Context: an optimization exercise on an open-source flow, tuned for small area, a short achievable clock period and few clock cycles. The choices shown serve that exercise and are no tape-out recipe.
No activity file was given, so power comes from the tool's default toggle rates.

MS:
==> flow/design.v <==
module spse_enc4 (
    input  wire         clk,
    input  wire         rst_n,
    input  wire [3:0]   mv_valid,
    output wire [3:0]   mv_ready,
    input  wire [127:0] mv_steps,
    input  wire [3:0]   smp_valid,
    output wire [3:0]   smp_ready,
    input  wire [127:0] smp_ticks,
    output wire [3:0]   desc_valid,
    input  wire [3:0]   desc_ready,
    output wire [127:0] desc_data
);
    genvar g;
    generate
        for (g = 0; g < 4; g = g + 1) begin : g_unit
            spse_unit u (
                .clk(clk), .rst_n(rst_n),
                .mv_valid(mv_valid[g]), .mv_ready(mv_ready[g]),
                .mv_steps(mv_steps[g*32 +: 32]),
                .smp_valid(smp_valid[g]), .smp_ready(smp_ready[g]),
                .smp_ticks(smp_ticks[g*32 +: 32]),
                .desc_valid(desc_valid[g]), .desc_ready(desc_ready[g]),
                .desc_data(desc_data[g*32 +: 32])
            );
        end
    endgenerate
endmodule
module spse_unit (
    input  wire        clk,
    input  wire        rst_n,
    input  wire        mv_valid,
    output wire        mv_ready,
    input  wire [31:0] mv_steps,
    input  wire        smp_valid,
    output wire        smp_ready,
    input  wire [31:0] smp_ticks,
    output wire        desc_valid,
    input  wire        desc_ready,
    output wire [31:0] desc_data
);
    reg  [30:0] out;
    reg         ov;
    reg  [31:0] W;
    reg         wb, wf;
    reg  [31:0] s;
    reg         snz;           
    reg         tr, mk;
    reg         sr, mr;        
    reg         wsat, wbig;    
    reg         wlast;         
    reg         bw;            
    assign desc_valid = ov;
    assign desc_data  = {1'b0, out};
    assign smp_ready  = sr;
    assign mv_ready   = mr;
    wire load = !ov || desc_ready;
    wire        t_big, t_sat, t_bw;
    wire [14:0] t_L, t_sub;
    spse_range u_range (.t(smp_ticks), .big(t_big), .sat(t_sat));
    spse_first u_first (.t(smp_ticks[14:0]), .sat(t_sat), .bw(t_bw),
                        .sub(t_sub), .L(t_L));
    wire [30:0] t_first = {t_L, 1'b1, 15'd10};
    wire [14:0] w_L     = wsat ? 15'h7fff : W[14:0];
    wire [30:0] w_first = {w_L, 1'b1, 15'd10};
    wire        last  = wlast;
    wire [14:0] hw    = {W[15] ^ bw, W[14:1]};               
    wire [14:0] d0    = hw - 15'd16383;                      
    wire [14:0] d1    = hw - (W[0] ? 15'd16383 : 15'd16384); 
    wire [30:0] cont  = last ? {d1, 1'b0, d0} : {15'h7fff, 1'b0, 15'h7fff};
    wire take  = smp_valid && sr;
    wire mv_go = mv_valid && mr;
    reg  [31:0] s_dec;
    wire        ef = load && wb && !wf && !wlast;
    wire        ec = ef && &W[15:1];             
    wire        ed = ef && !(&W[15:1]);          
    reg  [31:0] W_sub;
    integer     k;
    always @(*) begin
        for (k = 0; k < 32; k = k + 1)
            s_dec[k] = s[k] ^ (take && !(|(s & ((32'd1 << k) - 32'd1))));
        W_sub[0] = W[0];
        for (k = 1; k < 16; k = k + 1)
            W_sub[k] = W[k] ^ (ef && &(W[15:0] | ~((32'd1 << k) - 32'd2)));
        for (k = 16; k < 32; k = k + 1)
            W_sub[k] = W[k] ^ (ed && !(|(W & ((32'd1 << k) - 32'd65536))));
    end
    wire e_w     = load && wb;
    wire e_mk    = load && !wb && mk;
    wire e_first = load && take;
    wire e_tr    = load && !wb && !mk && tr && !snz;
    reg        wb_n, wf_n, snz_n, tr_n, mk_n;
    always @(*) begin
        wb_n = wb;
        wf_n = wf;
        if (take) begin
            wb_n = load ? t_big : 1'b1;
            wf_n = !load;
        end else if (e_w) begin
            if (wf) begin
                wf_n = 1'b0;
                wb_n = wbig;
            end else if (last) begin
                wb_n = 1'b0;
            end else begin
                wb_n = W != (bw ? 32'd131069 : 32'd98301);   
            end
        end
        snz_n = snz;
        tr_n  = tr;
        mk_n  = mk;
        if (mv_go) begin
            snz_n = mv_steps != 32'd0;
            tr_n  = 1'b1;
            mk_n  = tr && !e_tr;
        end else begin
            if (take)
                snz_n = s != 32'd1;
            if (e_mk)
                mk_n = 1'b0;
            if (e_tr)
                tr_n = 1'b0;
        end
    end
    always @(posedge clk) begin
        if (!rst_n) begin
            ov <= 1'b0;
            wb <= 1'b0;
            wf <= 1'b0;
            tr <= 1'b0;
            mk <= 1'b0;
            sr <= 1'b0;
            mr <= 1'b1;
        end else begin
            if (e_w)
                out <= wf ? w_first : cont;
            else if (e_first)
                out <= t_first;
            else if (e_mk || e_tr)
                out <= 31'd0;
            if (load)
                ov <= e_w || e_mk || e_first || e_tr;
            if (take) begin
                bw    <= t_bw;
                wsat  <= t_sat;
                wbig  <= t_big;
                wlast <= smp_ticks < 32'd98311;
            end else if (ef) begin
                wlast <= W < (bw ? 32'd196603 : 32'd163835);   
            end
            wb  <= wb_n;
            wf  <= wf_n;
            snz <= snz_n;
            tr  <= tr_n;
            mk  <= mk_n;
            sr  <= !wb_n && !mk_n && tr_n && snz_n;
            mr  <= !tr_n || (!snz_n && !mk_n);
        end
    end
    always @(posedge clk) begin
        W <= take ? {smp_ticks[31:15], t_sub} : W_sub;
        s <= mv_go ? mv_steps : s_dec;
    end
endmodule
module spse_range (
    input  wire [31:0] t,
    output wire        big,       
    output wire        sat        
);
    assign big = t > 32'd32777;
    assign sat = t > 32'd32776;
endmodule
module spse_first (
    input  wire [14:0] t,
    input  wire        sat,
    output wire        bw,        
    output wire [14:0] sub,       
    output wire [14:0] L
);
    assign bw  = t < 15'd10;
    assign sub = t - 15'd10;
    assign L   = sat ? 15'h7fff : sub;
endmodule
export LEC_CHECK = 0
export CAP_MARGIN = 20
export CORE_MARGIN = 2
export CORE_UTILIZATION = 60
export CTS_BUF_LIST = sky130_fd_sc_hd__clkbuf_16
export CTS_CLUSTER_DIAMETER = 80
export CTS_CLUSTER_SIZE = 24
export SLEW_MARGIN = 20
export SYNTH_HIERARCHICAL = 1
create_clock -name core_clock -period 11.0 [get_ports {clk}]
standard.sh (not shown) runs the stock make flow with config.mk's settings and CLKGATE_MAP_FILE= SYNTH_SCRIPT=/design/flow/synth_recipe.tcl, a recipe that flattens the netlist after the stock synthesis.
==> flow/flow/run.sh <==
#!/bin/bash
# The standard layout, with these changes to how it is made:
#  - synthesis leaves out the flow's Kogge-Stone carry map for adders
#    (SYNTH_OPERATIONS_ARGS replaces the default "-extra-map
#    lcu_kogge_stone.v"; -booth only affects multipliers, of which the
#    design has none), so adders keep Yosys's own smaller carry logic;
#    registers and their names are unchanged; nor does it map adders to
#    the library's half/full adder cells (ADDER_MAP_FILE empty), leaving
#    them to ABC with the rest of the logic
#  - ports are buffered with buf_1 instead of the flow's default pick
#  - timing repair aims at a setup slack margin (ns) so that the layout is
#    optimised for a shorter period than the 11 ns constraint; the margin
#    for the repair right after synthesis and the one for the later
#    repairs (after CTS and global routing) are read from flow/margins.txt
#    (the constraints themselves are unchanged)
set -euo pipefail
read -r FP_MARGIN LATE_MARGIN < flow/margins.txt
BUF="BUFFER_PORTS_ARGS=-buffer_cell sky130_fd_sc_hd__buf_1"
OPS="SYNTH_OPERATIONS_ARGS=-booth"
ADD="ADDER_MAP_FILE="
bash standard.sh floorplan "$OPS" "$ADD" "SETUP_SLACK_MARGIN=${FP_MARGIN}" "$BUF" > standard_make_1.log 2>&1
bash standard.sh finish "$OPS" "$ADD" "SETUP_SLACK_MARGIN=${LATE_MARGIN}" "$BUF" > standard_make_2.log 2>&1
==> flow/flow/margins.txt <==
0 7.5
Changes in TR relative to MS:
-- flow/design.v --
<<< MS, line 48
    reg         tr, mk;
    reg         sr, mr;        
    reg         wsat, wbig;    
    reg         wlast;         
    reg         bw;            
    assign desc_valid = ov;
    assign desc_data  = {1'b0, out};
>>> TR, line 48
    reg         tr, mk;
    reg         sr, mr;        
    wire        wlast = W < 32'd98311;                   
    assign desc_valid = ov;
    assign desc_data  = {1'b0, out};
<<< MS, line 56
    assign mv_ready   = mr;
    wire load = !ov || desc_ready;
    wire        t_big, t_sat, t_bw;
    wire [14:0] t_L, t_sub;
    spse_range u_range (.t(smp_ticks), .big(t_big), .sat(t_sat));
    spse_first u_first (.t(smp_ticks[14:0]), .sat(t_sat), .bw(t_bw),
                        .sub(t_sub), .L(t_L));
    wire [30:0] t_first = {t_L, 1'b1, 15'd10};
    wire [14:0] w_L     = wsat ? 15'h7fff : W[14:0];
    wire [30:0] w_first = {w_L, 1'b1, 15'd10};
    wire        last  = wlast;
    wire [14:0] hw    = {W[15] ^ bw, W[14:1]};               
    wire [14:0] d0    = hw - 15'd16383;                      
    wire [14:0] d1    = hw - (W[0] ? 15'd16383 : 15'd16384); 
    wire [30:0] cont  = last ? {d1, 1'b0, d0} : {15'h7fff, 1'b0, 15'h7fff};
    wire take  = smp_valid && sr;
>>> TR, line 54
    assign mv_ready   = mr;
    wire load = !ov || desc_ready;
    wire        t_big, t_sat;
    wire [14:0] t_L;
    spse_first u_first (.t(smp_ticks), .big(t_big), .sat(t_sat), .L(t_L));
    wire [30:0] t_first = {t_L, 1'b1, 15'd10};
    wire        wsat    = W > 32'd32776;
    wire        wbig    = W > 32'd32777;
    wire [14:0] w_L     = wsat ? 15'h7fff : W[14:0] - 15'd10;
    wire [30:0] w_first = {w_L, 1'b1, 15'd10};
    wire        last  = wlast;
    wire [14:0] hw    = W[15:1];
    wire [14:0] d0    = hw - 15'd16388;                      
    wire [14:0] d1    = hw - (W[0] ? 15'd16388 : 15'd16389); 
    wire [30:0] cont  = last ? {d1, 1'b0, d0} : {15'h7fff, 1'b0, 15'h7fff};
    wire take  = smp_valid && sr;
<<< MS, line 104
                wb_n = 1'b0;
            end else begin
                wb_n = W != (bw ? 32'd131069 : 32'd98301);   
            end
        end
>>> TR, line 102
                wb_n = 1'b0;
            end else begin
                wb_n = W != 32'd98311;                    
            end
        end
<<< MS, line 141
            if (load)
                ov <= e_w || e_mk || e_first || e_tr;
            if (take) begin
                bw    <= t_bw;
                wsat  <= t_sat;
                wbig  <= t_big;
                wlast <= smp_ticks < 32'd98311;
            end else if (ef) begin
                wlast <= W < (bw ? 32'd196603 : 32'd163835);   
            end
            wb  <= wb_n;
            wf  <= wf_n;
>>> TR, line 139
            if (load)
                ov <= e_w || e_mk || e_first || e_tr;
            wb  <= wb_n;
            wf  <= wf_n;
<<< MS, line 159
    end
    always @(posedge clk) begin
        W <= take ? {smp_ticks[31:15], t_sub} : W_sub;
        s <= mv_go ? mv_steps : s_dec;
    end
endmodule
module spse_range (
    input  wire [31:0] t,
    output wire        big,       
    output wire        sat        
);
    assign big = t > 32'd32777;
    assign sat = t > 32'd32776;
endmodule
module spse_first (
    input  wire [14:0] t,
    input  wire        sat,
    output wire        bw,        
    output wire [14:0] sub,       
    output wire [14:0] L
);
    assign bw  = t < 15'd10;
    assign sub = t - 15'd10;
    assign L   = sat ? 15'h7fff : sub;
endmodule
>>> TR, line 149
    end
    always @(posedge clk) begin
        W <= take ? smp_ticks : W_sub;
        s <= mv_go ? mv_steps : s_dec;
    end
endmodule
module spse_first (
    input  wire [31:0] t,
    output wire        big,       
    output wire        sat,       
    output wire [14:0] L
);
    assign big = t > 32'd32777;
    assign sat = t > 32'd32776;
    assign L   = sat ? 15'h7fff : t[14:0] - 15'd10;
endmodule
[summary]
Area growth from synthesis to layout ends up lower on TR. Summary of TR over MS: total via count after detailed routing went up by 71; length of routed met3 wiring went up by about 24%; maximum resistive drop on vdd went up by 67 uV; global-route wire length before repair went down by 1100 um; die extent in y went down by about 0.4%. On net switching power of the design: TR sits above MS. Changes observed in TR relative to MS: number of vias per cell lower; count of non-CTS buffers in the layout saw a decrease.
No functional check of the RTL was part of any run of this note.

[what the ideal ports hide]
The results above use ideal ports. As a check the final layouts listed here were re-extracted and re-timed, cells and wires unchanged.
Step 1 (the two cells are an assumption about what drives the block):
set clk [get_ports {clk}]
set_driving_cell -lib_cell sky130_fd_sc_hd__clkbuf_16 $clk
set_driving_cell -lib_cell sky130_fd_sc_hd__buf_2 [delete_from_list [all_inputs] $clk]
Step 2 adds t to the input delays and takes it off the output delays; t is the mean of the earliest and latest rising clock arrival at the registers after step 1. Input paths then give back, and output paths get back, about the clock's delay inside the block.
a / b / c = ideal / step 1 / step 2; a / b = the first two.
| run | t, ns | setup slack, ns | worst setup path at the end | worst slew at a driven data input, ns | pins driven straight from the clock port |
|---|---|---|---|---|---|
| MS | 0.631 | 7.247 / 7.263 / 6.632 | input to register | 0.06 | 1 |
| TR | 0.649 | 7.487 / 7.474 / 6.872 | input to register | 0.10 | 1 |
After both steps setup and hold are still met in every run listed.
